What follows belongs to an exercise in optimizing a design on an open flow for small area, a short achievable clock period and few clock cycles per item; a production flow would make more cautious choices. At most, simulation tests tie the RTL to the original design; equivalence was not proved. For runs 2 to 7, only the layout was checked, not whether the RTL still works. Power is estimated from default activity; no workload was simulated.

===== design.v =====
module simpledes_core (
    input  wire        clk,
    input  wire        rst,         
    input  wire [23:0] cmd,
    input  wire        cmd_valid,
    output wire        cmd_ready,
    output wire [11:0] dout,
    output wire [7:0]  status
);
    localparam [2:0] E_NONE    = 3'd0;
    localparam [2:0] E_ILLEGAL = 3'd1;
    localparam [2:0] E_RANGE   = 3'd2;
    localparam [2:0] E_NOKEY   = 3'd3;
    localparam [2:0] E_LOCKED  = 3'd4;
    function [7:0] expand;
        input [5:0] x;
        expand = {x[5], x[4], x[2], x[3], x[2], x[3], x[1], x[0]};
    endfunction
    function [2:0] sbox1;
        input [3:0] a;
        reg   [3:0] q0, q1, q2;
        begin
            q0 = {a[0] | a[1], ~(a[0] | a[1]), ~a[0], ~a[0]};
            q1 = {a[0], a[1], ~a[0], a[0]};
            q2 = {a[0] ^ a[1], a[0] ^ a[1], a[0] ^ a[1], ~(a[0] ^ a[1])};
            sbox1 = {q2[a[3:2]], q1[a[3:2]], q0[a[3:2]]};
        end
    endfunction
    function [2:0] sbox2;
        input [3:0] a;
        reg   [3:0] q0, q1, q2;
        begin
            q0 = {a[1] & ~a[0], a[0] | ~a[1], ~(a[0] & a[1]), a[0] & a[1]};
            q1 = {~a[1], a[0], a[1] | ~a[0], a[1] & ~a[0]};
            q2 = {~(a[0] ^ a[1]), ~(a[0] ^ a[1]), ~(a[0] | a[1]), a[1] | ~a[0]};
            sbox2 = {q2[a[3:2]], q1[a[3:2]], q0[a[3:2]]};
        end
    endfunction
    function [5:0] round_f;
        input [5:0] r;
        input [7:0] rk;
        reg   [7:0] x;
        begin
            x       = expand(r) ^ rk;
            round_f = {sbox1(x[7:4]), sbox2(x[3:0])};
        end
    endfunction
    function [5:0] sboxes;
        input [7:0] x;
        sboxes = {sbox1(x[7:4]), sbox2(x[3:0])};
    endfunction
    function [5:0] unexpand;
        input [7:0] x;
        input [7:0] k;
        unexpand = {x[7] ^ k[7], x[6] ^ k[6], x[4] ^ k[4], x[5] ^ k[5], x[1] ^ k[1], x[0] ^ k[0]};
    endfunction
    reg  [8:0]  key;
    reg         kv;
    reg         dv;
    reg  [2:0]  err;
    reg  [5:0]  hl, hr;
    reg  [8:0]  rot;
    reg  [4:0]  cur;
    reg         busy;
    wire        down = !cur[4];          
    wire [3:0]  op   = cmd[23:20];
    wire [3:0]  sr   = cmd[19:16];
    wire [3:0]  er   = cmd[15:12];
    wire [11:0] data = cmd[11:0];
    wire fields_zero = (sr == 4'd0) && (er == 4'd0);
    wire is_ldkey = (op == 4'h1) && fields_zero;
    wire is_enc   = (op == 4'h2) && fields_zero;
    wire is_dec   = (op == 4'h3) && fields_zero;
    wire is_proc  = (op == 4'h4);
    wire illegal  = !(is_ldkey || is_enc || is_dec || is_proc);
    reg [2:0] fault;
    always @(*) begin
        if (illegal)
            fault = E_ILLEGAL;
        else if (is_ldkey)
            fault = (data[11:9] != 3'd0) ? E_RANGE : (kv ? E_LOCKED : E_NONE);
        else if (is_proc && (sr == 4'd0 || er == 4'd0))
            fault = E_RANGE;
        else if (!kv)
            fault = E_NOKEY;
        else
            fault = E_NONE;
    end
    wire issue = cmd_valid && !busy;
    wire [7:0] k1    = key[8:1];
    wire [7:0] k2    = key[7:0];
    wire [7:0] in_kf = op[0] ? k2 : k1;
    wire [5:0] in_r  = data[11:6] ^ sboxes(expand(data[5:0]) ^ in_kf);
    wire [8:0] rot_n = down ? {rot[0], rot[8:1]} : {rot[7:0], rot[8]};
    wire [5:0] st_r  = hl ^ sboxes(expand(hr) ^ rot[8:1]);       
    wire [3:0] idx = {sr[3], sr[2], sr[1] | (op[1] & ~op[0]), sr[0] | (op[1] & op[0])};
    wire [8:0] b0  = {key[0], key[8:1]};
    wire [8:0] b1  = idx[0] ? {b0[7:0], b0[8]}   : b0;
    wire [8:0] b2  = idx[1] ? {b1[6:0], b1[8:7]} : b1;
    wire [8:0] b3  = idx[2] ? {b2[4:0], b2[8:5]} : b2;
    wire [8:0] b4  = idx[3] ? {b3[0], b3[8:1]}   : b3;
    wire go_c = issue && (err == E_NONE) && (fault == E_NONE) && !is_ldkey;
    always @(posedge clk) begin
        if (rst) begin
            busy <= 1'b0;
            kv   <= 1'b0;
            dv   <= 1'b0;
            err  <= E_NONE;
        end else if (busy) begin
            if (cur == 5'd1 || cur == 5'h1f) busy <= 1'b0;
        end else if (issue && err == E_NONE) begin
            if (fault != E_NONE) begin
                err <= fault;
            end else if (is_ldkey) begin
                key <= data[8:0];
                kv  <= 1'b1;
            end else begin
                dv <= 1'b1;
                if (is_proc) busy <= (sr != er);
            end
        end
    end
    wire       ld   = !busy && go_c;
    wire       hold = !busy && !go_c;
    wire [5:0] ld_l = is_proc ? data[11:6] : data[5:0];
    wire [5:0] ld_r = is_proc ? data[5:0] : in_r;
    always @(posedge clk) begin
        hl  <= ({6{busy}} & hr)    | ({6{ld}} & ld_l) | ({6{hold}} & hl);
        hr  <= ({6{busy}} & st_r)  | ({6{ld}} & ld_r) | ({6{hold}} & hr);
        rot <= ({9{busy}} & rot_n) | ({9{ld}} & b4)   | ({9{hold}} & rot);
    end
    always @(posedge clk)
        cur <= (busy ? cur : {1'b0, sr}) + (busy ? {{4{down}}, 1'b1} : ~{1'b0, er} + 5'd1);
    assign cmd_ready = !busy;
    assign dout      = {st_r, hr};
    assign status    = {3'b000, err, dv, kv};
endmodule

===== flow/run.sh =====
#!/bin/bash
# Standard layout, with the port buffers made of a regular buffer cell instead of the
# delay cell buffer_ports picks by default.
set -euo pipefail
bash standard.sh "BUFFER_PORTS_ARGS=-buffer_cell sky130_fd_sc_hd__buf_1" finish > run_standard.log 2>&1

===== standard.sh =====
#!/bin/bash
# synth_recipe.tcl (not shown) runs the flow's synth.tcl, then flattens the netlist and writes it again
# the make line also repeats each setting of config.mk as NAME=value (left out here)
make -C /OpenROAD-flow-scripts/flow DESIGN_CONFIG=/design/flow/config.mk WORK_HOME=/design/flow/orfs CLKGATE_MAP_FILE= SYNTH_SCRIPT=/design/flow/synth_recipe.tcl "${@:-finish}"

===== config.mk =====
export PLATFORM = sky130hd
export DESIGN_NAME = simpledes_core
export DESIGN_NICKNAME = simpledes_core
export VERILOG_FILES = /design/flow/design.v
export SDC_FILE = /design/flow/constraint.sdc
export NUM_CORES = 4
export LEC_CHECK = 0
export CAP_MARGIN = 20
export CORE_MARGIN = 2
export CORE_UTILIZATION = 40
export SETUP_SLACK_MARGIN = 1.5
export SLEW_MARGIN = 20

===== constraint.sdc =====
create_clock -name core_clock -period 4.5 [get_ports {clk}]
set_input_delay 0.9000 -clock core_clock [delete_from_list [all_inputs] [get_ports {clk}]]
set_output_delay 0.9000 -clock core_clock [all_outputs]
set_load 0.01 [all_outputs]

==> impl_metrics.yaml, run 1 <==
synth:
  async_flop_share_pct: 0
  yosysWarningCount: 1
  synth-seq-cells: 41
  yosysSeqAreaShare_pct: 28.3
  synth-main-ff-cell: "dfxtp_1"
  synth_top_cell_by_area: "dfxtp_1"
  synth_edf_count: 9
  netlist_instances: 344
  synth_most_common_cell: "mux2i_1"
  syn-mean-instance-area_um2: 9.34
  synth_area_um2: 3210
  synth_top_area_share_pct: 19.9
  yosysUniqueCellTypes: 47
  synth_common_cells: "mux2i_1 (63), dfxtp_1 (32), xnor2_1 (26)"
  ys_top_cells_by_area: "dfxtp_1 (20%), mux2i_1 (20%), edfxtp_1 (8.4%)"
drt:
  vias: 2704
  drt_wl_total_mm: 7.98
  drtIter0Drc: 226
  wire_per_inst_um: 16.7
  postRouteAntennaNets: 0
  first_pass_iters: 4
  viasPerCell: 5.65
  drcViolationCount: 0
cts:
  htreeDepth: 2
  hold_buffers: 0
  cts_max_path_buffers: 2
  path_clk_slew_ns: 0.09
  cts_buffers: 5
  clockRootBuffer: "clkbuf_8"
  worstSkewPairLatency_ns: 0.30
  cts_sinks: 41
  cts_tree: "yes"
sta:
  hold_ws_ns: 0.492
  clock.fmax_mhz: 345
  tightest_slew_ns: 1.10
  setup_tns_ns: 0
  rsz0062_at_grt: "no"
  min_period_over_period_pct: 64.5
  setup_violations: 0
  finalMaxSlewViolations: 0
  period_minus_slack_ns: 2.90
  hold_viol: 0
  max-slew-margin-rel_pct: 26.4
  fin_worst_skew_ns: 0.00799
  fin_ws_ns: 1.60
grt:
  antenna_found_initial: 0
  gr-total-overflow: 0
  grt_pass1_vias: 2539
  grt_max_degree: 31
  gr-usage-all-layers_pct: 18.4
  grt_pass1_wl_mm: 12.9
critical_path:
  crit_required_ns: 3.60
  cp.arrival_ns: 2.00
  path_max_fanout: 4
  endpoint_kind: "output port"
  critPathKind: "flop to output port"
  cp-start-kind: "flop"
layout:
  final_nets: 417
  areaGrowthSynthToFinish_pct: 13.7
  diodes: 0
  drive_gt1_share_pct: 11.4
outcome:
  status: "no timing/DRC/antenna violations"
power:
  vdd_drop_max_uv: 132
  p_per_area_nw_per_um2: 240
  leakagePower_nw: 1.55
floorplan:
  die_area_um2: 8770
  initial_core_util_pct: 41.4
  die_w_um: 93.6
  rows: 32
  die_h_um: 93.6
  boundaryPins: 48
  core-area_um2: 7770
placed_design:
  place.gp.congestion: 0.892
  dp_slack_ns: 0.839
  port_buffers: 44
  dp_hpwl_mm: 6.02
flow_run:
  drv_cap: 0
hold_path:
  hold_class: "flop to flop"
## sequential cells by signal, indices dropped and copies added, names as in the netlist, 3 cells and up
signal,cells
rot,9
err,3
hl,6
hr,6
cur,5
key,9
## critical path, cell delays in order (launching register included)
cell,delay [ns]
dfxtp_2,0.41
xor2_4,0.18
inv_1,0.08
ha_1,0.19
mux4_2,0.49
xor2_2,0.18
clkbuf_2,0.16
## routing by layer
metal / track usage [%] / routed length, um / up-vias / part of all wire [%]
met1: 25.2 / 3790 / 1327 / 48
met2: 30.0 / 3760 / 69 / 47
met5: 0 / 0 / - / 0
met3: 2.90 / 314 / 11 / 3.9
li1: - / - / 1297 / -
met4: 5.19 / 110 / 0 / 1.4
## logic make-up after synthesis
family / count (synthesis) / synth area share (%)
other: 1 / 0.117
and+or+nand+nor: 77 / 12.0
buffers and inverters: 37 / 5.61
xor gates and xnor gates: 45 / 12.7
AOI/OAI and AO/OA: 60 / 13.5
muxes: 69 / 22.1
adders and majority gates: 14 / 5.69
DFF: 41 / 28.3
## power by group
| group | internal (mW) | leakage [nW] | switching, mW |
|---|---|---|---|
| logic | 0.0719 | 1.14 | 0.0853 |
| clock network | 0.181 | 0.0617 | 0.139 |
| registers | 0.385 | 0.343 | 0.0152 |
| total | 0.638 | 1.55 | 0.239 |
## path summary, 6_finish.rpt
path / start / endpoint / slack (ns) / depth (start not counted)
worst min register to register: dv$_SDFFE_PP0P_ / dv$_SDFFE_PP0P_ / 0.49 / 2
worst min-delay path: dv$_SDFFE_PP0P_ / dv$_SDFFE_PP0P_ / 0.49 / 2
worst max-delay path: hr[0]$_DFF_P_ / dout[7] / 1.60 / 6
worst max register to register: busy$_SDFF_PP0_ / cur[4]$_DFF_P_ / 2.11 / 7
## cell type report
class | instances | area (um2)
fill | 748 | 4120
multi-input combinational | 268 | 2230
sequential | 41 | 920
timing repair buffer | 48 | 210
tap | 102 | 128
clock buffer | 6 | 82.6
inverter | 12 | 45.0
clock inverter | 2 | 36.3
## repair_timing
| action | in CTS | in global routing |
|---|---|---|
| pin swaps | 1 | 2 |
| cloned | 0 | 0 |
| setup endpoints to repair | 23 | 23 |
| setup buffers | 0 | 2 |
| gates resized for setup | 10 | 11 |
## through the flow
step	instances	total power [mW]	utilization [%]	instance area, um2
after floorplan	346	0.521	-	3230
after global placement	469	0.561	43.8	3400
after detailed placement	469	0.564	43.8	3400
after CTS	477	0.880	46.0	3570
after global routing	479	0.910	47.0	3650
final	479	0.877	47.0	3650
## placed cells by master (no fill, tap or decap), drive strengths merged, types with 2 or more instances in the layout
cell    Yosys  layout
mux2i      63      63
nand4       3       3
a32oi       2       2
nand2b      4       4
a31oi      11      11
mux2        5       5
inv        12      13
o21ai       7       7
ha         13      13
nand2      25      25
buf        18      46
dfxtp      32      32
o221ai     16      16
nor3        6       6
a211o       3       3
nor4        2       2
o211ai      5       5
a21o        2       2
edfxtp      9       9
xnor2      26      26
nor2       24      24
a21oi       9       9
and3        3       3
nand3       4       4
clkbuf      7       8
xor2       18      18
conb        1       3
Testbench counts, summed over its fixed seeds: cycles 3,073, items 1,600.
==> inputs of run 2 (changes only) <==
--- a/design.v
+++ b/design.v
@@ -114,3 +114,2 @@
             end else if (is_ldkey) begin
-                key <= data[8:0];
                 kv  <= 1'b1;
@@ -132,2 +131,4 @@
     always @(posedge clk)
+        if (!kv) key <= data[8:0];
+    always @(posedge clk)
         cur <= (busy ? cur : {1'b0, sr}) + (busy ? {{4{down}}, 1'b1} : ~{1'b0, er} + 5'd1);
==> run 2 against run 1 <==
Against the previous run:
- sequential share of layout area about the same
- flip-flop and latch count unchanged
- first-iteration DRC count decreased by 31%
- sequential power is 3% higher
- still clean
- global-route usage up 0.44 points
- setup slack got worse by 0.021 ns
- via count fell by 1.5%
- register-to-register slack improved by 0.12 ns
==> impl_metrics.yaml, run 2 <==
cts:
  cts_buffers: 5
  hold_buffers: 0
  cts_max_path_buffers: 2
  cts_sinks: 41
  clockRootBuffer: "clkbuf_8"
  path_clk_slew_ns: 0.08
  worstSkewPairLatency_ns: 0.29
  htreeDepth: 2
  cts_tree: "yes"
synth:
  synth_area_um2: 3210
  synth-seq-cells: 41
  synth_common_cells: "mux2i_1 (38), dfxtp_1 (32), xnor2_1 (29)"
  synth_top_area_share_pct: 20.0
  synth_top_cell_by_area: "dfxtp_1"
  synth_top_family_by_area: "multiplexers"
  yosysUniqueCellTypes: 54
  netlist_instances: 332
  synthAdderAreaFrac_pct: 5.70
  synth-simple-area-share_pct: 12.1
  synth_compound_area_share_pct: 12.8
  synth_most_common_cell: "mux2i_1"
  synth_xor_area_share_pct: 13.0
  syn-mean-instance-area_um2: 9.66
  yosysSeqAreaShare_pct: 28.4
  synth_edf_count: 9
  ys_top_cells_by_area: "dfxtp_1 (20%), mux2i_1 (12%), edfxtp_1 (8.4%)"
  synth-main-ff-cell: "dfxtp_1"
  async_flop_share_pct: 0
  muxShareOfSynthArea_pct: 23.0
  yosysWarningCount: 1
grt:
  antenna_found_initial: 0
  gr-usage-all-layers_pct: 18.9
  gr-total-overflow: 0
  grt_pass1_wl_mm: 13.0
  grt_max_degree: 28
  grt_pass1_vias: 2530
critical_path:
  path_cells: "xor2_2, inv_1, ha_1, inv_1, mux4_2, xnor2_2, buf_2"
  cp.arrival_ns: 2.02
  timing.rr.start: "busy$_SDFF_PP0_"
  path_buf_inv: 3
  slowest_delay_ns: 0.49
  cp_common_cell: "inv_1"
  critPathKind: "flop to output port"
  endpoint_kind: "output port"
  critPathLaunch: "hr[0]$_DFF_P_"
  crit_family: "multiplexers"
  crit_slowest_cell: "mux4_2"
  path_max_fanout: 4
  cp-start-kind: "flop"
  crit_required_ns: 3.60
sta:
  clock.fmax_mhz: 342
  period_minus_slack_ns: 2.92
  hold_viol: 0
  min_period_over_period_pct: 64.9
  fin_worst_skew_ns: 0.00575
  setup_violations: 0
  max-slew-margin-rel_pct: 55.7
  finalMaxSlewViolations: 0
  fin_ws_ns: 1.58
  tightest_slew_ns: 0.664
  rsz0062_at_grt: "no"
  setup_tns_ns: 0
floorplan:
  die_area_um2: 8750
  initial_core_util_pct: 41.5
  die_w_um: 93.5
  boundaryPins: 48
  die_h_um: 93.5
  core-area_um2: 7730
  rows: 32
placed_design:
  port_buffers: 44
  place.gp.congestion: 0.831
  dp_slack_ns: 1.29
  dp_hpwl_mm: 6.16
layout:
  ff_latch_area_um2: 918
  areaGrowthSynthToFinish_pct: 14.0
  diodes: 0
  final_nets: 416
  drive_gt1_share_pct: 14.6
  fillCellCount: 772
  final_common_cell: "buf_1"
  multi_input_area_um2: 2210
  top_regs: "key x9, rot x9"
  most-common-layout-cells: "buf_1 (43), mux2i_1 (38), dfxtp_1 (30)"
power:
  leakagePower_nw: 1.44
  p_per_area_nw_per_um2: 250
  vdd_drop_max_uv: 159
drt:
  drtIter0Drc: 155
  drcViolationCount: 0
  wire_per_inst_um: 16.4
  drt_wl_total_mm: 7.83
  viasPerCell: 5.57
  postRouteAntennaNets: 0
  vias: 2663
  first_pass_iters: 4
hold_path:
  hold_class: "flop to flop"
  hp-start: "dv$_SDFFE_PP0P_"
outcome:
  status: "no timing/DRC/antenna violations"
flow_run:
  drv_cap: 0
-- run 2: cell types whose count changed after synthesis, sizes merged, moves of 3 or more --
cell	before	now
mux2i	63	40
mux4	1	10
o221ai	16	8
nand3	4	10
buf	18	13
nand2	25	20
a21oi	9	13
mux2	5	9
o21ai	7	11
xnor2	26	29
xor2	18	15
-- run 2: path summary, 6_finish.rpt --
kind | end | slack (ns) | cells after the start
worst max register to register | rot[2]$_DFF_P_ | 2.23 | 8
worst min register to register | dv$_SDFFE_PP0P_ | 0.52 | 2
worst min-delay path | dv$_SDFFE_PP0P_ | 0.52 | 2
worst max-delay path | dout[7] | 1.58 | 7
-- run 2: worst min-delay path: stages (launching register included) --
cell and delay (ns):
dfxtp_1 0.36, nor2_1 0.07, nor2_1 0.07
-- run 2: metal layers --
metal,part of all wire (%),track usage (%),routed length (um)
met5,0,0,0
met4,1.1,5.39,85
met3,4.8,3.14,374
met2,45,29.1,3550
met1,49,27.1,3820
-- run 2: layout make-up --
| cell class | count | area share (%) |
|---|---|---|
| clock buffer | 7 | 2.95 |
| timing repair buffer | 53 | 6.40 |
| inverter | 13 | 1.34 |
| tap | 102 | 3.49 |
| clock inverter | 1 | 0.171 |
| multi-input combinational | 261 | 60.5 |
| sequential | 41 | 25.1 |
-- run 2: repair_timing --
item	in CTS	in global routing
pin swaps	1	2
setup buffers	0	3
resized for setup	5	10
setup endpoints to repair	1	12
-- run 2: cell families (layout without fill, tap and decap cells) --
family | Yosys count | after routing
and+or+nand+nor | 80 | 80
AOI/OAI and AO/OA | 60 | 60
muxes | 59 | 59
xor gates and xnor gates | 45 | 45
DFF | 41 | 41
buffers and inverters | 32 | 74
adders and majority gates | 14 | 14
other | 1 | 3
-- run 2: report_power, final --
| group | internal (mW) | total [mW] | switching (mW) | leakage (nW) |
|---|---|---|---|---|
| clock | 0.158 | 0.287 | 0.128 | 0.0599 |
| sequential | 0.390 | 0.412 | 0.0220 | 0.357 |
| combinational | 0.104 | 0.214 | 0.110 | 1.02 |
| total | 0.652 | 0.913 | 0.260 | 1.44 |
-- run 2: through the flow --
step / util (%) / power (mW) / std cells / area (um2) / hold WS, ns
6_report: 47.3 / 0.913 / 478 / 3650 / 0.524
5_1_grt: 47.3 / 0.961 / 478 / 3650 / 0.540
4_1_cts: 46.5 / 0.922 / 475 / 3590 / 0.525
3_5_place_dp: 44.7 / 0.633 / 467 / 3450 / 0.496
3_3_place_gp: 44.7 / 0.629 / 467 / 3450 / 0.504
2_1_floorplan: - / 0.577 / 334 / 3210 / 0.441
==> inputs of run 3 (changes only) <==
--- a/design.v
+++ b/design.v
@@ -117,3 +117,3 @@
                 dv <= 1'b1;
-                if (is_proc) busy <= (sr != er);
+                if (!op[1]) busy <= (sr != er);       
             end
@@ -123,4 +123,4 @@
     wire       hold = !busy && !go_c;
-    wire [5:0] ld_l = is_proc ? data[11:6] : data[5:0];
-    wire [5:0] ld_r = is_proc ? data[5:0] : in_r;
+    wire [5:0] ld_l = op[1] ? data[5:0] : data[11:6];
+    wire [5:0] ld_r = op[1] ? in_r : data[5:0];
     always @(posedge clk) begin
--- a/config.mk
+++ b/config.mk
@@ -10,3 +10,3 @@
 export CORE_UTILIZATION = 40
-export SETUP_SLACK_MARGIN = 1.5
+export SETUP_SLACK_MARGIN = 1.6
 export SLEW_MARGIN = 20
==> run 3 against run 2 <==
Against the previous run:
- maximum frequency rose by 0.37%
- clock skew rose by 0.0020 ns
- wire length increased by 6.3%
- combinational power grew 3%
- global-route usage up 0.45 points
- hold slack lost 0.043 ns
- critical path depth up 2
- utilization increased by 3.5 points
- critical path type is now input port to flop
- critical endpoint is now rot[2]$_DFF_P_
- highest routed layer unchanged
==> impl_metrics.yaml, run 3 <==
outcome:
  status: "no timing/DRC/antenna violations"
drt:
  wire_per_inst_um: 16.6
  drt_wl_total_mm: 8.33
  viasPerCell: 5.60
  drcViolationCount: 0
  routed-wl-met3_um: 330
  first_pass_iters: 4
  vias: 2804
  postRouteAntennaNets: 0
  wl_met1_mm: 3.46
  top_layer: "met4"
  dr_wl_met2_mm: 4.30
  drtIter0Drc: 154
layout:
  top_regs: "key x9, rot x9"
  final_nets: 439
  final-instance-count-excl-fill: 501
  diodes: 0
  drive_gt1_share_pct: 21.3
  ff_latch_area_um2: 923
  fillCellCount: 739
  final_common_cell: "mux2i_1"
  multi_input_area_um2: 2400
  most-common-layout-cells: "mux2i_1 (59), buf_1 (40), xnor2_1 (26), dfxtp_1 (26), nor2_1 (23)"
  areaGrowthSynthToFinish_pct: 22.1
sta:
  setup_violations: 0
  max-slew-margin-rel_pct: 51.1
  rsz0062_at_grt: "yes"
  finalMaxSlewViolations: 0
  hold_viol: 0
  setup_tns_ns: 0
  period_minus_slack_ns: 2.91
  clock.fmax_mhz: 344
  tightest_slew_ns: 0.732
  min_period_over_period_pct: 64.7
  fin_worst_skew_ns: 0.00779
grt:
  gr-usage-all-layers_pct: 19.3
  gr-total-overflow: 0
  grt_pass1_wl_mm: 13.3
  grt_pass1_vias: 2794
  grt_max_degree: 35
  antenna_found_initial: 0
cts:
  cts_sinks: 41
  htreeDepth: 2
  cts_max_path_buffers: 2
  clockRootBuffer: "clkbuf_8"
  cts_tree: "yes"
  cts_buffers: 5
  path_clk_slew_ns: 0.08
  worstSkewPairLatency_ns: 0.30
power:
  pwr-share-seq_pct: 46.8
  netSwitchingFraction_pct: 31.4
  pwr-share-comb_pct: 25.3
  p_per_area_nw_per_um2: 222
  vdd_drop_max_uv: 116
  leakagePower_nw: 1.58
  power.switching_mw: 0.275
  power.share.clock_pct: 28.0
  p_int_mw: 0.601
floorplan:
  die_h_um: 93.9
  die_w_um: 93.9
  die_area_um2: 8820
  rows: 32
  initial_core_util_pct: 41.6
  boundaryPins: 48
  core-area_um2: 7770
synth:
  synth-main-ff-cell: "dfxtp_1"
  synth_top_cell_by_area: "dfxtp_1"
  synth_top_area_share_pct: 19.8
  synth-seq-cells: 41
  yosysUniqueCellTypes: 49
  yosysWarningCount: 1
  ys_top_cells_by_area: "dfxtp_1 (20%), mux2i_1 (19%), edfxtp_1 (8.4%)"
  netlist_instances: 344
  synth_most_common_cell: "mux2i_1"
  synth_common_cells: "mux2i_1 (60), dfxtp_1 (32), xnor2_1 (30)"
  synth_area_um2: 3230
  syn-mean-instance-area_um2: 9.40
  async_flop_share_pct: 0
  yosysSeqAreaShare_pct: 28.2
  synth_edf_count: 9
flow_run:
  drv_cap: 0
hold_path:
  hold_class: "flop to flop"
placed_design:
  dp_hpwl_mm: 5.92
  placed_cells: 474
  port_buffers: 44
  place.gp.congestion: 0.841
critical_path:
  endpoint_kind: "flop"
  path_max_fanout: 9
  cp-start-kind: "input port"
  crit_required_ns: 4.68
  cp.arrival_ns: 3.09
  critPathKind: "input port to flop"
[run 3: cell count changes after synthesis, sizes merged, moves of 3 or more]
cell    change
nand3       -8
o221ai      +8
inv         +4
a211oi      +3
nand2       +8
mux2        -3
mux2i      +20
mux4        -8
nor3b       -3
o21ai       -7
o211ai      -3
[run 3: power groups by stage]
stage / registers (mW) / clock network (mW) / logic (mW)
finish: 0.409 / 0.245 / 0.221
global route: 0.412 / 0.270 / 0.244
CTS: 0.409 / 0.254 / 0.219
detailed placement: 0.419 / 0 / 0.209
global placement: 0.419 / 0 / 0.205
floorplan: 0.408 / 0 / 0.164
[run 3: logic make-up (layout without fill, tap and decap cells)]
logic type,after synthesis,in the layout,share of synthesized area (%)
flops,41,41,28.2
buf+inv,37,87,5.65
simple gates,78,81,11.9
xor+xnor,45,45,12.6
compound gates,60,60,13.9
mux,68,68,22.1
other cells,1,3,0.116
fa+ha+maj,14,14,5.65
[run 3: layout make-up]
class / instances / area share, %
inverter: 16 / 1.52
multi-input combinational: 271 / 60.8
clock inverter: 2 / 0.317
timing repair buffer: 63 / 8.85
sequential: 41 / 23.4
clock buffer: 6 / 1.84
tap: 102 / 3.23
[run 3: layer usage]
layer	track usage (%)	vias up
li1	-	1354
met1	23.4	1365
met2	34.0	62
met3	3.45	23
met4	7.00	0
met5	0	-
[run 3: final timing paths]
path / startpoint / end / slack [ns] / cells after the start
worst min register to register: err[1]$_SDFFE_PP0P_ / err[1]$_SDFFE_PP0P_ / 0.48 / 2
worst max register to register: busy$_SDFF_PP0_ / cur[4]$_DFF_P_ / 2.01 / 7
worst max-delay path: cmd[18] / rot[2]$_DFF_P_ / 1.59 / 9
worst min-delay path: err[1]$_SDFFE_PP0P_ / err[1]$_SDFFE_PP0P_ / 0.48 / 2
[run 3: repair_timing]
item | 4_1_cts | 5_1_grt
gates resized for setup | 31 | 19
hold endpoints to repair | 0 | 0
endpoints found under the setup margin | 25 | 27
hold buffers | 0 | 0
gates cloned | 2 | 1
buffers inserted | 10 | 6
pin swaps | 9 | 14
[run 3: through the flow]
stage / instance area [um2] / total power [mW] / hold WS (ns) / worst slack, ns / util [%]
2_1_floorplan: 3260 / 0.571 / 0.441 / 1.57 / -
3_3_place_gp: 3450 / 0.624 / 0.458 / 0.960 / 44.4
3_5_place_dp: 3450 / 0.628 / 0.463 / 0.859 / 44.4
4_1_cts: 3790 / 0.882 / 0.484 / 1.58 / 48.8
5_1_grt: 3950 / 0.927 / 0.527 / 1.53 / 50.8
6_report: 3950 / 0.875 / 0.481 / 1.59 / 50.8
[run 3: critical path, stage by stage]
cell and delay, ns:
buf_1 0.08, buf_6 0.11, or4_4 0.53, or4_4 0.55, a211oi_4 0.22, buf_6 0.18, nand2_8 0.09, a31oi_1 0.29
o221ai_2 0.13
==> inputs of run 4 (changes only) <==
--- a/design.v
+++ b/design.v
@@ -114,2 +114,3 @@
             end else if (is_ldkey) begin
+                key <= data[8:0];
                 kv  <= 1'b1;
@@ -131,4 +132,2 @@
     always @(posedge clk)
-        if (!kv) key <= data[8:0];
-    always @(posedge clk)
         cur <= (busy ? cur : {1'b0, sr}) + (busy ? {{4{down}}, 1'b1} : ~{1'b0, er} + 5'd1);
==> run 4 against run 3 <==
Against the previous run:
- largest power group unchanged
- highest routed layer unchanged
- global-route usage is 0.72 points lower
- combinational power rose by 76%
- sequential power up 12%
- cell area shrank 8.3%
- critical path type is now flop to output port
- total power is 26% higher
- first-iteration DRC count shrank 49%
- setup slack worse by 0.0092 ns
- still clean
- largest cell class unchanged
- maximum frequency is 0.31% lower
- critical endpoint is now dout[7]
- clock skew is 0.0027 ns lower
- utilization is 4.0 points lower
- die area decreased by 1.2%
==> impl_metrics.yaml, run 4 <==
placed_design:
  postPlaceCellArea_um2: 3400
  dp_hpwl_mm: 5.95
  dp_slack_ns: 1.18
  place.gp.congestion: 0.822
  placed_cells: 470
  port_buffers: 44
critical_path:
  timing.rr.start: "busy$_SDFF_PP0_"
  cp-start-kind: "flop"
  path_max_fanout: 5
  crit_slowest_cell: "mux4_2"
  reg2reg_depth: 8
  path_cells: "xor2_4, inv_1, ha_1, mux4_2, xor2_2, buf_2"
  rrSetupSlack_ns: 2.21
  endpoint_kind: "output port"
  cp.arrival_ns: 2.02
  crit_required_ns: 3.60
  critPathKind: "flop to output port"
  reg2reg_to: "cur[4]$_DFF_P_"
  slowest_delay_ns: 0.50
drt:
  drt_wl_total_mm: 7.61
  postRouteAntennaNets: 0
  viasPerCell: 5.28
  first_pass_iters: 4
  wire_per_inst_um: 15.9
  drcViolationCount: 0
  drtIter0Drc: 78
  vias: 2534
synth:
  synth_edf_count: 9
  synth_xor_area_share_pct: 12.8
  synth_top_area_share_pct: 20.1
  synth_most_common_cell: "mux2i_1"
  muxShareOfSynthArea_pct: 21.3
  synth_compound_area_share_pct: 13.6
  synth_top_family_by_area: "multiplexers"
  async_flop_share_pct: 0
  synth_top_cell_by_area: "dfxtp_1"
  synth-seq-cells: 41
  netlist_instances: 339
  synthAdderAreaFrac_pct: 5.72
  yosysWarningCount: 1
  syn-mean-instance-area_um2: 9.42
  synth-simple-area-share_pct: 12.3
  ys_top_cells_by_area: "dfxtp_1 (20%), mux2i_1 (18%), edfxtp_1 (8.5%)"
  yosysSeqAreaShare_pct: 28.5
  synth_common_cells: "mux2i_1 (59), dfxtp_1 (32), nand2_1 (28)"
  synth-main-ff-cell: "dfxtp_1"
  yosysUniqueCellTypes: 50
  synth_area_um2: 3190
hold_path:
  holdPathEnd: "err[0]$_SDFFE_PP0P_"
  hold_class: "flop to flop"
  hp-start: "err[0]$_SDFFE_PP0P_"
  hold_depth: 2
grt:
  gr-total-overflow: 0
  grt_pass1_vias: 2534
  antenna_found_initial: 0
  grt_max_degree: 35
  grt_pass1_wl_mm: 12.7
  gr-usage-all-layers_pct: 18.6
layout:
  most-common-layout-cells: "mux2i_1 (59), buf_1 (41), nand2_1 (28)"
  top_regs: "key x9, rot x9"
  final_area_um2: 3620
  final-instance-count-excl-fill: 480
  drive_gt1_share_pct: 13.8
  final_common_cell: "mux2i_1"
  areaGrowthSynthToFinish_pct: 13.4
  diodes: 0
  final_nets: 418
  final_util_pct: 46.8
cts:
  cts_buffers: 5
  cts_sinks: 41
  hold_buffers: 0
  clockRootBuffer: "clkbuf_8"
  cts_tree: "yes"
  path_clk_slew_ns: 0.08
  worstSkewPairLatency_ns: 0.30
  cts_max_path_buffers: 2
  htreeDepth: 2
sta:
  rsz0062_at_grt: "yes"
  finalMaxSlewViolations: 0
  setup_tns_ns: 0
  setup_violations: 0
  hold_ws_ns: 0.483
  period_minus_slack_ns: 2.92
  clock.fmax_mhz: 342
  fin_worst_skew_ns: 0.00508
  hold_viol: 0
  max-slew-margin-rel_pct: 57.2
  tightest_slew_ns: 0.641
  min_period_over_period_pct: 64.9
  fin_ws_ns: 1.58
floorplan:
  die_w_um: 93.3
  die_h_um: 93.3
  initial_core_util_pct: 41.3
  die_area_um2: 8710
  rows: 32
  core-area_um2: 7730
  boundaryPins: 48
power:
  power_mw: 1.10
  leakagePower_nw: 1.48
  vdd_drop_max_uv: 208
  p_per_area_nw_per_um2: 305
outcome:
  status: "no timing/DRC/antenna violations"
flow_run:
  drv_cap: 0
run 4: cell types whose count changed after synthesis, moves of 3 or more:
cell / previous run / this run
a21oi_1: 12 / 19
a31oi_1: 11 / 1
xor2_1: 14 / 21
inv_1: 16 / 12
a22oi_1: 0 / 3
buf_1: 4 / 0
xnor2_1: 30 / 23
o21ai_0: 3 / 8
run 4: logic make-up (layout without fill, tap and decap cells):
logic type / after synthesis / in the layout
compound gates: 62 / 62
xor+xnor: 45 / 45
fa+ha+maj: 14 / 14
buf+inv: 33 / 70
flops: 41 / 41
mux: 66 / 66
other cells: 1 / 3
simple gates: 77 / 77
run 4: final cells by class:
type / count / area [um2]
inverter: 13 / 48.8
clock buffer: 5 / 68.8
multi-input combinational: 267 / 2200
clock inverter: 3 / 25.0
tap: 102 / 128
timing repair buffer: 49 / 225
sequential: 41 / 925
fill: 742 / 4110
run 4: critical path, delay by kind of cell (launching register included):
kind / cells / cell delay, ns
adders and majority gates: 1 / 0.19
buffers and inverters: 2 / 0.22
DFF: 1 / 0.42
muxes: 1 / 0.50
xor gates and xnor gates: 2 / 0.38
run 4: how the worst max path moves through the flow:
stage / start / endpoint / slack, ns / cells after the start
after floorplan: cmd[19] / key[0]$_DFFE_PP_ / 1.60 / 6
after global placement: cmd[21] / key[1]$_DFFE_PP_ / 1.21 / 6
after detailed placement: cmd[12] / key[0]$_DFFE_PP_ / 1.18 / 8
after CTS: rot[1]$_DFF_P_ / dout[7] / 1.49 / 6
after global routing: rot[1]$_DFF_P_ / dout[7] / 1.48 / 6
final: rot[1]$_DFF_P_ / dout[7] / 1.58 / 6
run 4: where the power goes:
group	switching [mW]	total, mW	internal, mW
registers	0.0469	0.457	0.410
logic	0.208	0.389	0.181
clock network	0.143	0.256	0.113
total	0.398	1.10	0.704
run 4: metal layers:
layer	part of all wire [%]	routed length [um]	global-route usage [%]	vias up
li1	-	-	-	1287
met1	47	3600	24.3	1203
met2	48	3660	31.2	35
met3	3.2	245	3.71	9
met4	1.4	103	5.15	0
met5	0	0	0	-
run 4: timing repair:
action	CTS	global route
pin swaps	1	1
resized for setup	10	12
setup buffers	1	1
endpoints found under the setup margin	13	13
==> inputs of run 5 (changes only) <==
--- a/config.mk
+++ b/config.mk
@@ -10,3 +10,3 @@
 export CORE_UTILIZATION = 40
-export SETUP_SLACK_MARGIN = 1.6
+export SETUP_SLACK_MARGIN = 1.5
 export SLEW_MARGIN = 20
==> run 5 against run 4 <==
Against the previous run:
- still clean on timing, DRC and antenna
- critical endpoint unchanged
- flip-flop and latch count unchanged
- die area stayed put
- highest routed layer unchanged
- largest power group unchanged
- total power is 1.4% lower
- sequential power is essentially flat
==> impl_metrics.yaml, run 5 <==
synth:
  synth-seq-cells: 41
  synth_edf_count: 9
  yosysWarningCount: 1
  yosysSeqAreaShare_pct: 28.5
  synth-main-ff-cell: "dfxtp_1"
  synth_common_cells: "mux2i_1 (59), dfxtp_1 (32), nand2_1 (28)"
  synth_top_area_share_pct: 20.1
  synth_most_common_cell: "mux2i_1"
  ys_top_cells_by_area: "dfxtp_1 (20%), mux2i_1 (18%), edfxtp_1 (8.5%)"
  synth_top_cell_by_area: "dfxtp_1"
  yosysUniqueCellTypes: 50
  syn-mean-instance-area_um2: 9.42
  async_flop_share_pct: 0
  synth_area_um2: 3190
  netlist_instances: 339
layout:
  ff_latch_area_um2: 916
  final_util_pct: 46.1
  final_common_cell: "mux2i_1"
  most-common-layout-cells: "mux2i_1 (59), buf_1 (41), nand2_1 (28), dfxtp_1 (28), nor2_1 (25)"
  top_regs: "key x9, rot x9"
  final_nets: 418
  fillCellCount: 785
  drive_gt1_share_pct: 13.2
  areaGrowthSynthToFinish_pct: 11.6
  multi_input_area_um2: 2170
  diodes: 0
sta:
  setup_tns_ns: 0
  rsz0062_at_grt: "yes"
  fin_worst_skew_ns: 0.0158
  finalMaxSlewViolations: 0
  clock.fmax_mhz: 340
  setup_violations: 0
  max-slew-margin-rel_pct: 59.2
  tightest_slew_ns: 0.612
  period_minus_slack_ns: 2.94
  hold_viol: 0
  min_period_over_period_pct: 65.3
cts:
  cts_buffers: 5
  path_clk_slew_ns: 0.09
  hold_buffers: 0
  cts_tree: "yes"
  htreeDepth: 2
  cts_max_path_buffers: 2
  cts_sinks: 41
  worstSkewPairLatency_ns: 0.30
  clockRootBuffer: "clkbuf_8"
critical_path:
  slowest_delay_ns: 0.49
  cp-start-kind: "flop"
  crit_required_ns: 3.60
  crit_family: "multiplexers"
  endpoint_kind: "output port"
  path_cells: "xor2_2, inv_1, ha_1, mux4_2, xor2_2, buf_2"
  cp.depth: 6
  rrSetupSlack_ns: 2.22
  path_max_fanout: 5
  cp_common_cell: "xor2_2"
  critPathLaunch: "rot[1]$_DFF_P_"
  cp.arrival_ns: 2.04
  reg2reg_depth: 8
  critPathCapture: "dout[7]"
  reg2reg_to: "cur[4]$_DFF_P_"
  critPathKind: "flop to output port"
  crit_slowest_cell: "mux4_2"
  timing.rr.start: "busy$_SDFF_PP0_"
  path_buf_inv: 2
outcome:
  status: "no timing/DRC/antenna violations"
power:
  netSwitchingFraction_pct: 36.0
  leakagePower_nw: 1.46
  power.switching_mw: 0.391
  power.share.clock_pct: 23.0
  p_per_area_nw_per_um2: 305
  vdd_drop_max_uv: 187
  pwr-share-seq_pct: 41.7
  p_int_mw: 0.696
  pwr-share-comb_pct: 35.2
flow_run:
  drv_cap: 0
grt:
  grt_max_degree: 35
  grt_pass1_vias: 2488
  grt_pass1_wl_mm: 12.5
  antenna_found_initial: 0
  gr-usage-all-layers_pct: 18.6
  gr-total-overflow: 0
placed_design:
  port_buffers: 44
  dp_hpwl_mm: 6.00
  place.gp.congestion: 0.825
drt:
  viasPerCell: 5.34
  drcViolationCount: 0
  vias: 2565
  wire_per_inst_um: 16.0
  drtIter0Drc: 101
  postRouteAntennaNets: 0
  drt_wl_total_mm: 7.67
  first_pass_iters: 4
floorplan:
  die_area_um2: 8710
  die_w_um: 93.3
  die_h_um: 93.3
  initial_core_util_pct: 41.3
  boundaryPins: 48
  core-area_um2: 7730
  rows: 32
hold_path:
  hp-start: "err[0]$_SDFFE_PP0P_"
  hold_class: "flop to flop"
## run 5: cell counts after synthesis
No cell type changed its count.
## run 5: worst reg2reg max path, cell delays in order (launching register included)
cell,delay (ns)
dfxtp_1,0.30
buf_4,0.23
inv_1,0.38
nand2_1,0.11
ha_1,0.25
fa_1,0.45
a21o_1,0.17
a21oi_1,0.17
xor2_1,0.15
## run 5: timing repair
action                                  CTS  global route
pin swaps                                 0             1
buffers inserted                          1             1
resized for setup                         7            10
endpoints found under the setup margin   11            18
## run 5: cell families (layout without fill, tap and decap cells)
group           count (synthesis)  in the layout  share of synthesized area [%]
compound gates                 62             62                           13.6
xor+xnor                       45             45                           12.8
fa+ha+maj                      14             14                           5.72
buf+inv                        33             70                           5.64
flops                          41             41                           28.5
mux                            66             66                           21.3
other cells                     1              3                          0.117
simple gates                   77             77                           12.3
## run 5: area by class of cell
cell class | count | share of cell area (%)
multi-input combinational | 267 | 60.8
clock buffer | 6 | 2.04
timing repair buffer | 49 | 6.14
sequential | 41 | 25.7
inverter | 13 | 1.37
tap | 102 | 3.58
clock inverter | 2 | 0.421
## run 5: worst min path at each step
stage | endpoint | slack [ns] | depth (start not counted)
final | err[0]$_SDFFE_PP0P_ | 0.47 | 2
after global placement | err[0]$_SDFFE_PP0P_ | 0.45 | 2
after floorplan | dv$_SDFFE_PP0P_ | 0.44 | 2
after detailed placement | err[0]$_SDFFE_PP0P_ | 0.46 | 2
after CTS | err[0]$_SDFFE_PP0P_ | 0.47 | 2
after global routing | err[0]$_SDFFE_PP0P_ | 0.51 | 2
## run 5: power by group through the flow
| stage | logic, mW | clock network (mW) | registers, mW |
|---|---|---|---|
| global route | 0.422 | 0.266 | 0.460 |
| floorplan | 0.280 | 0 | 0.450 |
| global placement | 0.368 | 0 | 0.457 |
| detailed placement | 0.373 | 0 | 0.459 |
| CTS | 0.379 | 0.254 | 0.453 |
| finish | 0.383 | 0.250 | 0.454 |
## run 5: metrics by stage
stage	instances	cell area [um2]	power (mW)	hold slack, ns	setup WS [ns]
after floorplan	341	3210	0.730	0.440	1.52
after global placement	470	3400	0.825	0.447	1.17
after detailed placement	470	3400	0.832	0.459	1.12
after CTS	479	3540	1.09	0.473	1.47
after global routing	480	3560	1.15	0.511	1.49
final	480	3560	1.09	0.469	1.56
## run 5: layer usage
layer / vias to the layer above / share of wire, % / wire length, um / global-route usage (%)
met5: - / 0 / 0 / 0
met4: 0 / 0.89 / 68 / 3.80
met3: 5 / 3.1 / 236 / 3.55
met2: 40 / 48 / 3670 / 31.1
met1: 1239 / 48 / 3690 / 24.9
li1: 1281 / - / - / -
==> inputs of run 6 (changes only) <==
--- a/config.mk
+++ b/config.mk
@@ -10,2 +10,3 @@
 export CORE_UTILIZATION = 40
+export CTS_BUF_LIST = sky130_fd_sc_hd__clkbuf_16
 export SETUP_SLACK_MARGIN = 1.5
==> run 6 against run 5 <==
Against the previous run:
- still clean
- clock skew decreased by 0.0050 ns
- hold slack worse by 0.00086 ns
- global-route usage about the same
- maximum frequency fell by 0.38%
- sequential power hardly changed
- sequential share of layout area is 0.43 points lower
- setup slack got worse by 0.011 ns
- count of clock-buffer cells in the layout decreased by 1
- critical path type unchanged
==> impl_metrics.yaml, run 6 <==
cts:
  path_clk_slew_ns: 0.07
  worstSkewPairLatency_ns: 0.29
  cts_max_path_buffers: 2
  cts_tree: "yes"
  cts_sinks: 41
  htreeDepth: 2
  cts_buffers: 5
  clockRootBuffer: "clkbuf_16"
critical_path:
  endpoint_kind: "output port"
  critPathKind: "flop to output port"
  path_max_fanout: 5
  cp.arrival_ns: 2.05
  rrSetupSlack_ns: 2.22
  crit_required_ns: 3.60
  cp-start-kind: "flop"
layout:
  areaGrowthSynthToFinish_pct: 13.4
  most-common-layout-cells: "mux2i_1 (59), buf_1 (41), dfxtp_1 (29)"
  top_regs: "key x9, rot x9"
  final_common_cell: "mux2i_1"
  ff_latch_area_um2: 915
  fillCellCount: 776
  drive_gt1_share_pct: 12.7
  multi_input_area_um2: 2170
  diodes: 0
  final_nets: 418
synth:
  synth_area_um2: 3190
  synth_most_common_cell: "mux2i_1"
  netlist_instances: 339
  synth_top_area_share_pct: 20.1
  synth_common_cells: "mux2i_1 (59), dfxtp_1 (32), nand2_1 (28)"
  synth_edf_count: 9
  yosysUniqueCellTypes: 50
  async_flop_share_pct: 0
  yosysWarningCount: 1
  ys_top_cells_by_area: "dfxtp_1 (20%), mux2i_1 (18%), edfxtp_1 (8.5%)"
  yosysSeqAreaShare_pct: 28.5
  synth_top_cell_by_area: "dfxtp_1"
  synth-seq-cells: 41
  synth-main-ff-cell: "dfxtp_1"
  syn-mean-instance-area_um2: 9.42
sta:
  rsz0062_at_grt: "yes"
  tightest_slew_ns: 0.597
  hold_viol: 0
  setup_tns_ns: 0
  finalMaxSlewViolations: 0
  period_minus_slack_ns: 2.95
  min_period_over_period_pct: 65.6
  fin_worst_skew_ns: 0.0108
  setup_violations: 0
  max-slew-margin-rel_pct: 60.2
  hold_ws_ns: 0.468
  clock.fmax_mhz: 339
grt:
  antenna_found_initial: 0
  grt_pass1_vias: 2498
  grt_pass1_wl_mm: 12.6
  gr-total-overflow: 0
  grt_max_degree: 35
  gr-usage-all-layers_pct: 18.6
floorplan:
  die_h_um: 93.3
  rows: 32
  initial_core_util_pct: 41.3
  die_area_um2: 8710
  boundaryPins: 48
  die_w_um: 93.3
  core-area_um2: 7730
power:
  power_mw: 1.19
  netSwitchingFraction_pct: 33.7
  p_per_area_nw_per_um2: 329
  power.share.clock_pct: 29.8
  power.switching_mw: 0.402
  pwr-share-comb_pct: 32.1
  pwr-share-seq_pct: 38.1
  p_int_mw: 0.789
  leakagePower_nw: 1.49
  vdd_drop_max_uv: 214
drt:
  drcViolationCount: 0
  first_pass_iters: 4
  drt_wl_total_mm: 7.73
  drtIter0Drc: 132
  wire_per_inst_um: 16.1
  vias: 2596
  postRouteAntennaNets: 0
  viasPerCell: 5.41
flow_run:
  drv_cap: 0
placed_design:
  place.gp.congestion: 0.825
  port_buffers: 44
  dp_hpwl_mm: 6.00
outcome:
  status: "no timing/DRC/antenna violations"
hold_path:
  hold_class: "flop to flop"
==> run 6: cell counts after synthesis <==
Identical to the previous run, type by type.
==> run 6: power by group through the flow <==
stage | Combinational [mW] | Clock, mW | Sequential, mW
2_1_floorplan | 0.280 | 0 | 0.450
4_1_cts | 0.379 | 0.360 | 0.453
6_report | 0.382 | 0.355 | 0.454
5_1_grt | 0.422 | 0.371 | 0.460
3_5_place_dp | 0.373 | 0 | 0.459
3_3_place_gp | 0.368 | 0 | 0.457
==> run 6: worst max-delay path, cell delays in order (launching register included) <==
cell and delay, ns:
dfxtp_1 0.42, xor2_2 0.24, inv_1 0.07, ha_1 0.19, mux4_2 0.49, xor2_2 0.19
clkbuf_2 0.16
==> run 6: cell type report <==
type | count | area share (%)
sequential | 41 | 25.3
multi-input combinational | 267 | 59.8
clock inverter | 3 | 0.518
timing repair buffer | 49 | 6.05
inverter | 13 | 1.35
clock buffer | 5 | 3.46
tap | 102 | 3.53
==> run 6: repair_timing <==
item | CTS | global route
pin swaps | 0 | 1
setup buffers | 1 | 1
hold buffers | 0 | 0
resized for setup | 4 | 10
setup endpoints to repair | 11 | 20
==> run 6: cell families (layout without fill, tap and decap cells) <==
group                    after synthesis  count (layout)  synth area share (%)
AO/OA/AOI/OAI                         62              62                  13.6
XOR/XNOR                              45              45                  12.8
adder cells (fa/ha/maj)               14              14                  5.72
buffers and inverters                 33              70                  5.64
flip-flops                            41              41                  28.5
multiplexers                          66              66                  21.3
other                                  1               3                 0.117
AND/OR/NAND/NOR                       77              77                  12.3
==> run 6: final timing paths <==
path / start / cells after the start / end
setup / recovery: hr[0]$_DFF_P_ / 6 / dout[7]
hold / removal: err[0]$_SDFFE_PP0P_ / 2 / err[0]$_SDFFE_PP0P_
setup reg to reg: key[4]$_DFFE_PP_ / 8 / hr[3]$_DFF_P_
hold reg to reg: err[0]$_SDFFE_PP0P_ / 2 / err[0]$_SDFFE_PP0P_
==> run 6: per-stage QoR <==
stage	util (%)	cells	instance area [um2]	setup WS, ns
2_1_floorplan	-	341	3210	1.52
3_3_place_gp	43.9	470	3400	1.17
3_5_place_dp	43.9	470	3400	1.12
4_1_cts	46.4	479	3580	1.44
5_1_grt	46.8	480	3620	1.46
6_report	46.8	480	3620	1.55
==> run 6: metal layers <==
metal  vias up  GRT usage [%]  part of all wire, %
li1       1288              -                    -
met1      1243           25.1                   47
met2        61           31.1                   48
met3         4           3.30                  4.3
met4         0           4.17                 0.88
met5         -              0                    0
==> inputs of run 7 (changes only) <==
--- a/config.mk
+++ b/config.mk
@@ -10,4 +10,4 @@
 export CORE_UTILIZATION = 40
-export CTS_BUF_LIST = sky130_fd_sc_hd__clkbuf_16
 export SETUP_SLACK_MARGIN = 1.5
 export SLEW_MARGIN = 20
+export TNS_END_PERCENT = 5
==> run 7 against run 6 <==
Against the previous run:
- count of clock-buffer cells in the layout grew 1
- largest power group unchanged
- wire length shrank 0.82%
- critical path type unchanged
- sequential power is essentially flat
- flip-flop and latch count is the same
==> impl_metrics.yaml, run 7 <==
outcome:
  status: "no timing/DRC/antenna violations"
sta:
  min_period_over_period_pct: 67.5
  tightest_slew_ns: 0.811
  setup_tns_ns: 0
  hold_ws_ns: 0.470
  clock.fmax_mhz: 329
  rsz0062_at_grt: "yes"
  max-slew-margin-rel_pct: 45.9
  setup_violations: 0
  finalMaxSlewViolations: 0
  hold_viol: 0
  period_minus_slack_ns: 3.04
  fin_worst_skew_ns: 0.0154
drt:
  drcViolationCount: 0
  drt_wl_total_mm: 7.66
  first_pass_iters: 4
  viasPerCell: 5.39
  postRouteAntennaNets: 0
  drtIter0Drc: 104
  wire_per_inst_um: 16.0
  vias: 2583
synth:
  netlist_instances: 339
  synth_area_um2: 3190
  yosysSeqAreaShare_pct: 28.5
  syn-mean-instance-area_um2: 9.42
  synth_top_area_share_pct: 20.1
  yosysUniqueCellTypes: 50
  yosysWarningCount: 1
  synth_edf_count: 9
  synth_common_cells: "mux2i_1 (59), dfxtp_1 (32), nand2_1 (28)"
  synth-main-ff-cell: "dfxtp_1"
  synth_top_cell_by_area: "dfxtp_1"
  async_flop_share_pct: 0
  synth_most_common_cell: "mux2i_1"
  ys_top_cells_by_area: "dfxtp_1 (20%), mux2i_1 (18%), edfxtp_1 (8.5%)"
  synth-seq-cells: 41
flow_run:
  drv_cap: 0
grt:
  grt_pass1_wl_mm: 12.5
  antenna_found_initial: 0
  grt_pass1_vias: 2488
  grt_max_degree: 35
  gr-usage-all-layers_pct: 18.6
  gr-total-overflow: 0
placed_design:
  port_buffers: 44
  place.gp.congestion: 0.825
  placed_cells: 470
  postPlaceCellArea_um2: 3400
  dp_hpwl_mm: 6.00
critical_path:
  path_cells: "xnor2_2, inv_1, ha_1, mux4_2, xor2_1, buf_1"
  cp-start-kind: "flop"
  cp.arrival_ns: 2.14
  reg2reg_to: "rot[5]$_DFF_P_"
  slowest_delay_ns: 0.47
  critPathKind: "flop to output port"
  path_buf_inv: 2
  crit_slowest_cell: "mux4_2"
  crit_required_ns: 3.60
  endpoint_kind: "output port"
  reg2reg_depth: 8
  path_max_fanout: 4
  timing.rr.start: "busy$_SDFF_PP0_"
  rrSetupSlack_ns: 2.10
  crit_family: "multiplexers"
floorplan:
  die_h_um: 93.3
  die_area_um2: 8710
  die_w_um: 93.3
  core-area_um2: 7730
  boundaryPins: 48
  initial_core_util_pct: 41.3
  rows: 32
layout:
  final_common_cell: "mux2i_1"
  final-instance-count-excl-fill: 479
  final_nets: 417
  areaGrowthSynthToFinish_pct: 10.7
  fillCellCount: 784
  most-common-layout-cells: "mux2i_1 (59), buf_1 (42), dfxtp_1 (30)"
  diodes: 0
  final_area_um2: 3540
  drive_gt1_share_pct: 10.6
  top_regs: "key x9, rot x9"
cts:
  htreeDepth: 2
  cts_buffers: 5
  path_clk_slew_ns: 0.09
  worstSkewPairLatency_ns: 0.30
  cts_sinks: 41
  cts_tree: "yes"
  cts_max_path_buffers: 2
  clockRootBuffer: "clkbuf_8"
  hold_buffers: 0
hold_path:
  holdPathEnd: "err[0]$_SDFFE_PP0P_"
  hp-start: "err[0]$_SDFFE_PP0P_"
  hold_depth: 2
  hold_class: "flop to flop"
power:
  vdd_drop_max_uv: 188
  leakagePower_nw: 1.45
  p_per_area_nw_per_um2: 305
  power_mw: 1.08
[run 7: report_power, final]
| group | switching [mW] | internal [mW] | leakage [nW] | total, mW |
|---|---|---|---|---|
| logic | 0.205 | 0.170 | 1.07 | 0.375 |
| registers | 0.0424 | 0.410 | 0.346 | 0.452 |
| clock network | 0.141 | 0.110 | 0.0374 | 0.250 |
[run 7: repair_timing]
item                       in CTS  in global routing
resized for setup               6                  1
setup buffers                   1                  0
setup endpoints to repair      11                 24
hold endpoints to repair        0                  0
[run 7: routing by layer]
layer | part of all wire (%) | GRT usage (%) | vias to the layer above | routed length (um)
met5 | 0 | 0 | - | 0
met4 | 0.89 | 3.80 | 0 | 68
met1 | 48 | 24.9 | 1246 | 3700
met3 | 3.7 | 3.55 | 5 | 281
li1 | - | - | 1282 | -
met2 | 47 | 31.1 | 50 | 3620
[run 7: area by class of cell]
cell class	count	area, um2	share of cell area [%]
Clock inverter	2	15.0	0.425
Tap cell	102	128	3.61
Timing Repair Buffer	48	215	6.09
Multi-Input combinational cell	267	2140	60.6
Clock buffer	6	72.6	2.05
Sequential cell	41	913	25.8
Inverter	13	48.8	1.38
[run 7: logic make-up (layout without fill, tap and decap cells)]
family	Yosys count	in the layout	share of synthesized area, %
and+or+nand+nor	77	77	12.3
muxes	66	66	21.3
AOI/OAI and AO/OA	62	62	13.6
xor gates and xnor gates	45	45	12.8
DFF	41	41	28.5
buffers and inverters	33	69	5.64
adders and majority gates	14	14	5.72
other	1	3	0.117
[run 7: per-stage QoR]
| stage | setup slack, ns | util, % |
|---|---|---|
| detailed placement | 1.12 | 43.9 |
| global route | 1.36 | 45.8 |
| global placement | 1.17 | 43.9 |
| finish | 1.46 | 45.8 |
| floorplan | 1.52 | - |
| CTS | 1.46 | 45.7 |
[run 7: tightest hold or removal path, cell delays in order, from the launching register on]
cell and delay (ns):
dfxtp_1 0.33, inv_1 0.05, a21oi_1 0.05
[run 7: worst max-delay path by stage]
stage | from | endpoint | slack, ns | depth (start not counted)
final | hr[1]$_DFF_P_ | dout[7] | 1.46 | 6
after global routing | hr[1]$_DFF_P_ | dout[7] | 1.36 | 6
after CTS | cmd[20] | hr[3]$_DFF_P_ | 1.46 | 9
after detailed placement | cmd[21] | key[2]$_DFFE_PP_ | 1.12 | 6
after global placement | cmd[21] | key[2]$_DFFE_PP_ | 1.17 | 6
after floorplan | cmd[19] | key[0]$_DFFE_PP_ | 1.52 | 6
==> inputs of run 8 (changes only) <==
--- a/design.v
+++ b/design.v
@@ -118,3 +118,3 @@
                 dv <= 1'b1;
-                if (!op[1]) busy <= (sr != er);       
+                if (is_proc) busy <= (sr != er);
             end
@@ -124,4 +124,4 @@
     wire       hold = !busy && !go_c;
-    wire [5:0] ld_l = op[1] ? data[5:0] : data[11:6];
-    wire [5:0] ld_r = op[1] ? in_r : data[5:0];
+    wire [5:0] ld_l = is_proc ? data[11:6] : data[5:0];
+    wire [5:0] ld_r = is_proc ? data[5:0] : in_r;
     always @(posedge clk) begin
--- a/config.mk
+++ b/config.mk
@@ -10,4 +10,3 @@
 export CORE_UTILIZATION = 40
-export SETUP_SLACK_MARGIN = 1.5
+export SETUP_SLACK_MARGIN = 1.6
 export SLEW_MARGIN = 20
-export TNS_END_PERCENT = 5
==> run 8 against run 7 <==
Against the previous run:
- area after synthesis grew 0.63%
- die area grew 0.60%
- sequential share of layout area shrank 1.0 points
- critical path depth is the same
- clock skew shrank 0.0050 ns
- non-clock buffer count grew 8
- hold slack gained 0.023 ns
- utilization grew 2.4 points
- critical endpoint is now dout[8]
- largest cell class unchanged
- highest routed layer unchanged
==> impl_metrics.yaml, run 8 <==
synth:
  synth_common_cells: "mux2i_1 (63), dfxtp_1 (32), xnor2_1 (26)"
  async_flop_share_pct: 0
  yosysWarningCount: 1
  synth_most_common_cell: "mux2i_1"
  yosysUniqueCellTypes: 47
  ys_top_cells_by_area: "dfxtp_1 (20%), mux2i_1 (20%), edfxtp_1 (8.4%)"
  syn-mean-instance-area_um2: 9.34
  synth-seq-cells: 41
  synth_top_area_share_pct: 19.9
  synth_edf_count: 9
  yosysSeqAreaShare_pct: 28.3
  synth_area_um2: 3210
  synth_top_cell_by_area: "dfxtp_1"
  synth-main-ff-cell: "dfxtp_1"
  netlist_instances: 344
floorplan:
  initial_core_util_pct: 41.4
  die_area_um2: 8770
  rows: 32
  die_w_um: 93.6
  boundaryPins: 48
  die_h_um: 93.6
  core-area_um2: 7770
sta:
  clock.fmax_mhz: 353
  setup_violations: 0
  hold_viol: 0
  fin_worst_skew_ns: 0.0104
  hold_ws_ns: 0.493
  rsz0062_at_grt: "no"
  finalMaxSlewViolations: 0
  max-slew-margin-rel_pct: 26.5
  min_period_over_period_pct: 62.9
  tightest_slew_ns: 1.10
  setup_tns_ns: 0
  period_minus_slack_ns: 2.83
drt:
  drtIter0Drc: 225
  drcViolationCount: 0
  postRouteAntennaNets: 0
  drt_wl_total_mm: 8.00
  viasPerCell: 5.60
  vias: 2728
  wire_per_inst_um: 16.4
  first_pass_iters: 4
layout:
  areaGrowthSynthToFinish_pct: 16.5
  final_util_pct: 48.2
  final_area_um2: 3740
  most-common-layout-cells: "mux2i_1 (63), buf_1 (40), dfxtp_1 (26)"
  final_nets: 425
  diodes: 0
  final_common_cell: "mux2i_1"
  top_regs: "key x9, rot x9"
  drive_gt1_share_pct: 14.8
placed_design:
  dp_hpwl_mm: 6.02
  place.gp.congestion: 0.892
  postPlaceCellArea_um2: 3400
  port_buffers: 44
cts:
  cts_max_path_buffers: 2
  hold_buffers: 0
  cts_tree: "yes"
  cts_sinks: 41
  worstSkewPairLatency_ns: 0.30
  cts_buffers: 5
  path_clk_slew_ns: 0.09
  htreeDepth: 2
  clockRootBuffer: "clkbuf_8"
critical_path:
  slowest_delay_ns: 0.37
  crit_required_ns: 3.60
  critPathKind: "flop to output port"
  endpoint_kind: "output port"
  cp.depth: 6
  path_buf_inv: 2
  path_max_fanout: 3
  path_cells: "xor2_4, buf_4, ha_1, mux2i_1, xor2_1, buf_2"
  cp-start-kind: "flop"
  cp.arrival_ns: 1.93
  reg2reg_depth: 7
  crit_family: "XOR/XNOR gates"
  crit_slowest_cell: "dfxtp_4"
grt:
  grt_util_met3_pct: 2.90
  grt.busiest_layer: "met2"
  grt_pass1_vias: 2588
  gr-total-overflow: 0
  gr-usage-all-layers_pct: 18.6
  global_route.usage.met1_pct: 25.3
  grt_max_degree: 31
  grtUsageMet2_pct: 30.2
  antenna_found_initial: 0
  grt_pass1_wl_mm: 13.1
power:
  power.share.clock_pct: 36.5
  pwr-share-comb_pct: 18.1
  vdd_drop_max_uv: 135
  pwr-share-seq_pct: 45.4
  leakagePower_nw: 1.57
  p_int_mw: 0.637
  power.switching_mw: 0.240
  netSwitchingFraction_pct: 27.4
  p_per_area_nw_per_um2: 234
flow_run:
  drv_cap: 0
hold_path:
  hold_class: "flop to flop"
  hold_depth: 2
outcome:
  status: "no timing/DRC/antenna violations"
## run 8: routing by layer
layer | part of all wire [%] | wire (um)
met2 | 47 | 3780
met4 | 2.2 | 175
met3 | 4.5 | 364
met5 | 0 | 0
met1 | 46 | 3680
## run 8: what timing repair did
action / 4_1_cts / 5_1_grt
resized for setup: 18 / 17
pin swaps: 4 / 5
endpoints found under the setup margin: 33 / 25
setup buffers: 6 / 4
## run 8: worst reg2reg max path, delay by kind of cell, from the launching register on
kind	cells	cell delay, ns
AOI/OAI and AO/OA	2	0.37
xor gates and xnor gates	1	0.15
adders and majority gates	2	0.74
buffers and inverters	1	0.59
DFF	1	0.32
and+or+nand+nor	1	0.14
## run 8: area by class of cell
| class | count | area [um2] |
|---|---|---|
| clock inverter | 2 | 36.3 |
| tap | 102 | 128 |
| sequential | 41 | 928 |
| multi-input combinational | 268 | 2250 |
| inverter | 12 | 45.0 |
| timing repair buffer | 56 | 273 |
| clock buffer | 6 | 82.6 |
| fill | 746 | 4030 |
## run 8: path summary, 6_finish.rpt
check | start | to | slack, ns
worst min register to register | dv$_SDFFE_PP0P_ | dv$_SDFFE_PP0P_ | 0.49
worst max register to register | busy$_SDFF_PP0_ | cur[4]$_DFF_P_ | 2.14
worst max-delay path | rot[1]$_DFF_P_ | dout[8] | 1.67
worst min-delay path | dv$_SDFFE_PP0P_ | dv$_SDFFE_PP0P_ | 0.49
## run 8: cell families (layout without fill, tap and decap cells)
logic type                 after synthesis  in the layout  share of synthesized area, %
DFF                                     41             41                          28.3
xor gates and xnor gates                45             45                          12.7
buffers and inverters                   37             76                          5.61
and+or+nand+nor                         77             77                          12.0
AOI/OAI and AO/OA                       60             60                          13.5
adders and majority gates               14             14                          5.69
muxes                                   69             69                          22.1
other                                    1              3                         0.117
## run 8: power groups by stage
stage | logic, mW | registers [mW] | clock network, mW
floorplan | 0.121 | 0.400 | 0
global placement | 0.153 | 0.409 | 0
detailed placement | 0.155 | 0.409 | 0
CTS | 0.157 | 0.400 | 0.324
global route | 0.173 | 0.401 | 0.337
finish | 0.159 | 0.399 | 0.320
## run 8: stage by stage
step	cells	setup WS (ns)	total power, mW
global placement	469	0.926	0.561
finish	487	1.67	0.878
global route	487	1.60	0.910
floorplan	346	1.60	0.521
CTS	483	1.61	0.881
detailed placement	469	0.839	0.564
Testbench counts of run 8, summed over its fixed seeds: cycles 3,073, items 1,600.

static timing again, ports no longer ideal:
How much do the figures lean on ideal ports? The routed layouts below were timed once more, with nothing changed but the port constraints. Step 1 sets driving cells, clkbuf_16 on the clock port and buf_2 on the other inputs (assumed; they add their load-dependent delay and slew). Step 2 adds t to the input delays and takes it off the output delays; t is the mean of the earliest and latest rising clock arrival at the registers after step 1. Input paths then give back, and output paths get back, about the clock's delay inside the block. a / b / c = ideal / step 1 / step 2; a / b = the first two.
run	t, ns	setup slack, ns	hold slack, ns	worst slew at a driven data input, ns	pins driven straight from the clock port
run 1	0.324	1.599 / 1.570 / 1.312	0.492 / 0.492 / 0.492	0.03	1
run 2	0.317	1.578 / 1.550 / 1.348	0.524 / 0.524 / 0.524	0.04	1
run 3	0.324	1.589 / 1.597 / 1.273	0.481 / 0.481 / 0.481	0.04	1
run 4	0.330	1.580 / 1.547 / 1.420	0.483 / 0.482 / 0.482	0.04	1
run 5	0.330	1.561 / 1.527 / 1.405	0.469 / 0.469 / 0.469	0.03	1
run 6	0.323	1.550 / 1.511 / 1.409	0.468 / 0.468 / 0.468	0.03	1
run 7	0.331	1.465 / 1.431 / 1.244	0.470 / 0.470 / 0.470	0.03	1
run 8	0.328	1.669 / 1.639 / 1.429	0.493 / 0.493 / 0.493	0.03	1
After both steps setup and hold are still met in every run listed. For run 3, which loses most, drivers alone change the setup slack by +0.008 ns; drivers and shift together by -0.316 ns.
